Source: an optimization exercise on an open RTL-to-GDS flow (aim: small area, a short achievable clock period and few clock cycles per item). Production flows keep margins and buffers that such runs may drop. In this exercise RTL edits were held to simulation tests only and were not proved equivalent to the original.

[flow/design.v]
module krc_cgen (
    input  wire        clk,
    input  wire        rst,
    input  wire        start,
    input  wire [31:0] seed,
    input  wire [15:0] density,
    input  wire [6:0]  k,
    input  wire [1:0]  field,
    output wire        ready,
    output wire        out_valid,
    output wire [5:0]  out_idx,
    output wire [7:0]  out_elem,
    output wire        done
);
    localparam integer K_MAX      = 64;
    localparam integer REROLL_MAX = 255;
    localparam [31:0] LCG_A = 32'd1664525;
    localparam [31:0] LCG_C = 32'd1013904223;
    localparam [2:0] S_IDLE   = 3'd0,
                     S_STEP_U = 3'd1,
                     S_STEP_W = 3'd2,
                     S_CHECK  = 3'd3,
                     S_MOD    = 3'd4,
                     S_EMIT   = 3'd5;
    reg [2:0]  state;
    reg [31:0] r_seed;
    reg [15:0] r_dens;
    reg [6:0]  r_k;
    reg [1:0]  r_field;
    reg [31:0] lcg_s;        
    reg [7:0]  att;          
    reg [6:0]  idx;          
    reg        nz;           
    reg        any_nz;       
    reg [7:0]  vbuf [0:K_MAX-1];
    reg        fallback;
    reg [5:0]  mod_cnt;
    reg [6:0]  rem;
    wire [31:0] lcg_next = lcg_s * LCG_A + LCG_C;
    wire [15:0] draw     = lcg_next[31:16];
    wire [15:0] w_mod15  = draw % 16'd15;
    wire [15:0] w_mod255 = draw % 16'd255;
    reg  [7:0]  elem_val;
    always @(*) begin
        case (r_field)
            2'd0:    elem_val = 8'd1;
            2'd1:    elem_val = 8'd1 + w_mod15[7:0];
            default: elem_val = 8'd1 + w_mod255[7:0];
        endcase
    end
    wire [7:0] rem_shift = {rem, r_seed[31 - mod_cnt[4:0]]};
    wire [7:0] rem_sub   = rem_shift - {1'b0, r_k};
    always @(posedge clk) begin
        if (rst) begin
            state <= S_IDLE;
        end else begin
            case (state)
                S_IDLE: begin
                    if (start) begin
                        r_seed   <= seed;
                        r_dens   <= density;
                        r_k      <= k;
                        r_field  <= field;
                        lcg_s    <= seed;
                        att      <= 8'd0;
                        idx      <= 7'd0;
                        any_nz   <= 1'b0;
                        fallback <= 1'b0;
                        state    <= S_STEP_U;
                    end
                end
                S_STEP_U: begin
                    lcg_s <= lcg_next;
                    nz    <= ({1'b0, draw} < {r_dens, 1'b0});
                    state <= S_STEP_W;
                end
                S_STEP_W: begin
                    lcg_s     <= lcg_next;
                    vbuf[idx[5:0]] <= nz ? elem_val : 8'd0;
                    any_nz    <= any_nz | nz;
                    if (idx == r_k - 7'd1) begin
                        state <= S_CHECK;
                    end else begin
                        idx   <= idx + 7'd1;
                        state <= S_STEP_U;
                    end
                end
                S_CHECK: begin
                    idx <= 7'd0;
                    if (any_nz) begin
                        state <= S_EMIT;
                    end else if (att == REROLL_MAX[7:0]) begin
                        fallback <= 1'b1;
                        mod_cnt  <= 6'd0;
                        rem      <= 7'd0;
                        state    <= S_MOD;
                    end else begin
                        att    <= att + 8'd1;
                        lcg_s  <= r_seed + {24'd0, att} + 32'd1;
                        any_nz <= 1'b0;
                        state  <= S_STEP_U;
                    end
                end
                S_MOD: begin
                    rem     <= (rem_shift >= {1'b0, r_k}) ? rem_sub[6:0] : rem_shift[6:0];
                    mod_cnt <= mod_cnt + 6'd1;
                    if (mod_cnt == 6'd31)
                        state <= S_EMIT;
                end
                S_EMIT: begin
                    idx <= idx + 7'd1;
                    if (idx == r_k - 7'd1)
                        state <= S_IDLE;
                end
                default: state <= S_IDLE;
            endcase
        end
    end
    assign ready     = (state == S_IDLE);
    assign out_valid = (state == S_EMIT);
    assign out_idx   = idx[5:0];
    assign out_elem  = fallback ? {7'd0, idx == rem} : vbuf[idx[5:0]];
    assign done      = (state == S_EMIT) && (idx == r_k - 7'd1);
endmodule
[flow/constraint.sdc]
create_clock -name core_clock -period 30.0 [get_ports {clk}]
set_input_delay 6.0000 -clock core_clock [delete_from_list [all_inputs] [get_ports {clk}]]
set_output_delay 6.0000 -clock core_clock [all_outputs]
set_load 0.01 [all_outputs]
[flow/run.sh]
#!/bin/bash
# synth_recipe.tcl (not shown) runs the flow's synth.tcl, then flattens the netlist and writes it again
# the make line also repeats each setting of config.mk as NAME=value (left out here)
make -C /OpenROAD-flow-scripts/flow DESIGN_CONFIG=/design/flow/config.mk WORK_HOME=/design/flow/orfs CLKGATE_MAP_FILE= SYNTH_SCRIPT=/design/flow/synth_recipe.tcl finish
[flow/config.mk]
export PLATFORM = sky130hd
export DESIGN_NAME = krc_cgen
export DESIGN_NICKNAME = krc_cgen
export VERILOG_FILES = /design/flow/design.v
export SDC_FILE = /design/flow/constraint.sdc
export NUM_CORES = 4
export LEC_CHECK = 0
export CAP_MARGIN = 20
export CORE_MARGIN = 2
export CORE_UTILIZATION = 40
export SLEW_MARGIN = 20
==> run summary <==
-- layout by cell type (no fill, tap or decap), types with 76 or more instances in the layout --
cell / synthesis / final
buf_4: 15 / 112
nand2_1: 170 / 168
nor2_1: 203 / 192
ha_1: 239 / 232
inv_1: 344 / 340
fa_1: 139 / 139
mux4_2: 178 / 178
xnor2_1: 109 / 106
o21ai_0: 89 / 82
edfxtp_1: 632 / 632
clkdlybuf4s50_1: 0 / 76
a21oi_1: 105 / 100
-- state kept, by name, summed over array words and instances (netlist names), 2 cells and up, named ones only --
name     count
vbuf       512
att          8
r_seed      32
lcg_s       32
idx          7
r_field      2
mod_cnt      6
state        3
r_dens      16
r_k          7
rem          7
-- per-layer routing --
layer  share of wire  global-route usage  vias up
met5         0.00012                   0        -
met2            0.47               0.322      828
met1            0.44               0.293    12900
met3           0.063              0.0314      143
met4           0.027              0.0579        2
li1                -                   -    11700
-- worst max path at each step --
| stage | start | end | slack (ns) | depth (start not counted) |
|---|---|---|---|---|
| after floorplan | lcg_s[1] | vbuf[0][4] | 0.02 | 125 |
| after global placement | lcg_s[2] | vbuf[42][2] | 0.06 | 123 |
| after detailed placement | lcg_s[2] | vbuf[36][2] | -0.62 | 123 |
| after CTS | lcg_s[2] | vbuf[27][6] | 0.04 | 124 |
| after global routing | lcg_s[2] | vbuf[48][4] | -0.18 | 130 |
| final | lcg_s[5] | vbuf[16][4] | 1.33 | 126 |
-- logic make-up after synthesis --
family          count (synthesis)  synth area share
mux                           227             0.115
simple gates                  679            0.0846
buf+inv                       453            0.0454
flops                         641             0.481
compound gates                503            0.0908
xor+xnor                      169            0.0381
fa+ha+maj                     381             0.146
-- worst max-delay path: cells and delay by family (launching register included) --
| family | cells | cell delay, ns |
|---|---|---|
| AO/OA/AOI/OAI | 43 | 8.11 |
| XOR/XNOR | 3 | 0.55 |
| adder cells (fa/ha/maj) | 23 | 8.29 |
| buffers and inverters | 16 | 1.64 |
| flip-flops | 1 | 0.46 |
| multiplexers | 7 | 2.39 |
| AND/OR/NAND/NOR | 34 | 6.92 |
-- stage by stage --
step | cells | hold WS [ns] | util
after floorplan | 3053 | 0.482 | -
after global placement | 4413 | 0.540 | 0.432
after detailed placement | 4413 | 0.525 | 0.432
after CTS | 4542 | 0.557 | 0.455
after global routing | 4557 | 0.573 | 0.459
final | 4557 | 0.558 | 0.459
-- layout make-up --
type	count	area, sq um	share of cell area
multi-input cells	1959	19300	0.426
flip-flops and latches	641	19200	0.423
clock buffers	91	1840	0.0406
repair buffers	197	1760	0.0388
well taps	1287	1610	0.0356
inverters	347	1310	0.0288
clock inverters	35	332	0.00732
-- repair_timing --
action,CTS,global route
resized for setup,12,75
pin swaps,3,17
setup buffers,3,13
endpoints found under the setup margin,512,512
cloned,0,1
==> impl_metrics.ini <==
[drt]
drc = 0
wl_per_cell_um = 23.0
drt_iter0_drc = 2128
drtAntennaViolNets = 0
first_pass_iters = 5
routed_wl_um = 105000
num_vias = 25600
vias_per_cell = 5.61

[global_routing]
grt_pass1_wl_um = 158000
grt_max_degree = 65
overflow = 0
grt_antenna_before_repair = 7
grt_usage = 0.204
grt_pass1_vias = 25600

[sta]
slew_viol_final = 0
tns_ns = 0
slew_headroom = 0.244
worst_pin_slew_ns = 1.12
clock_skew_ns = 0.0240
period_minus_slack_ns = 28.67
fin_ws_ns = 1.33
hold_viol = 0
finalCritPeriodShare = 0.956
max_freq_ghz = 0.0349
setup_viol = 0

[worst_setup_path]
crit_required_ns = 30.34
cp_common_cell = ha_1
reg2reg_from = lcg_s[5]
cp_slowest_stage_delay_ns = 0.69
criticalPathCategory = flop to flop
cp.arrival_ns = 29.02
r2r_slack_ns = 1.33
start_kind = flop
worstPathMaxFanout = 32
r2r_cells = 126
crit-reg2reg-capture = vbuf[16][4]
end_kind = flop
critPathSlowestCell = or4b_2

[synth]
syn_nets = 3491
netlist.top_cell.by_area = edfxtp_1
synth_warnings = 1
synth_edf_count = 632
yosys-top-cells-area = edfxtp_1 48%, mux4_2 10%, ha_1 7.5%, fa_1 7.0%, inv_1 3.2%
synth-main-ff-cell = edfxtp_1
synthArstFlopShare = 0
synth_cell_types = 125
yosysMostFrequentCell = edfxtp_1
syn_area_sq_um = 39800
synth_top_area_frac = 0.476
syn_area_per_cell_sq_um = 13.0
synth-seq-cells = 641
yosysSeqAreaShare = 0.481
synth_cells = 3053
synth_common_cells = 632 x edfxtp_1, 344 x inv_1, 239 x ha_1

[die]
die_h_um = 320
die_area_sq_um = 102000
core_sq_um = 98600
start_util = 0.404
rows = 115
pin_count = 77
die_w_um = 320

[clock_tree]
cts_root_buffer = clkbuf_16
postCtsHoldBufs = 0
ctsHtreeMaxLevel = 3
clk_path_buf_depth = 3
clkSinkCount = 641
clk-insertion-delay-late_ns = 0.62
clk_pin_slew_ns = 0.06
cts_buffers = 69
cts_tree = built

[finish]
diodes = 0
nets = 3653
fillerInstances = 8762
fin_area_sq_um = 45300
drive_above_1_share = 0.174
area_growth_pct = 13.7

[job]
drv_cap = 0

[hold_path]
hp-start = r_dens[15]
min_path_cells = 1
whs_endpoint = nz
hp-class = flop to flop

[placed_design]
gp_congestion = 0.915
dp_hpwl_um = 75600
place_area_sq_um = 42600
portBuffers = 76
pre_cts_ws_ns = -0.623

[run_status]
status = no timing/DRC/antenna violations
Testbench counts, summed over its fixed seeds: cycles 32,804, items 320.

## afterwards: timing with drivers on the ports
The flow's constraints put no driver on any port. The routed layout listed below was extracted and timed again, unchanged, in two steps. Step 1, drivers: a clkbuf_16 drives clk and a buf_2 each remaining input, both assumed. Step 2 also shifts input and output timing later by t, the mid clock arrival at the registers, as if the neighbouring blocks saw the same clock. Slacks: ideal ports / drivers / drivers and shift; pairs: ideal ports / drivers.
shift t [ns]: 0.667
slack for setup (ns): 1.327 / 1.327 / 1.327
clock arrival spread, ns: 0.024 / 0.024
After both steps setup and hold are still met in this run. For this run, drivers alone change the setup slack by 0.000 ns; drivers and shift together by 0.000 ns.
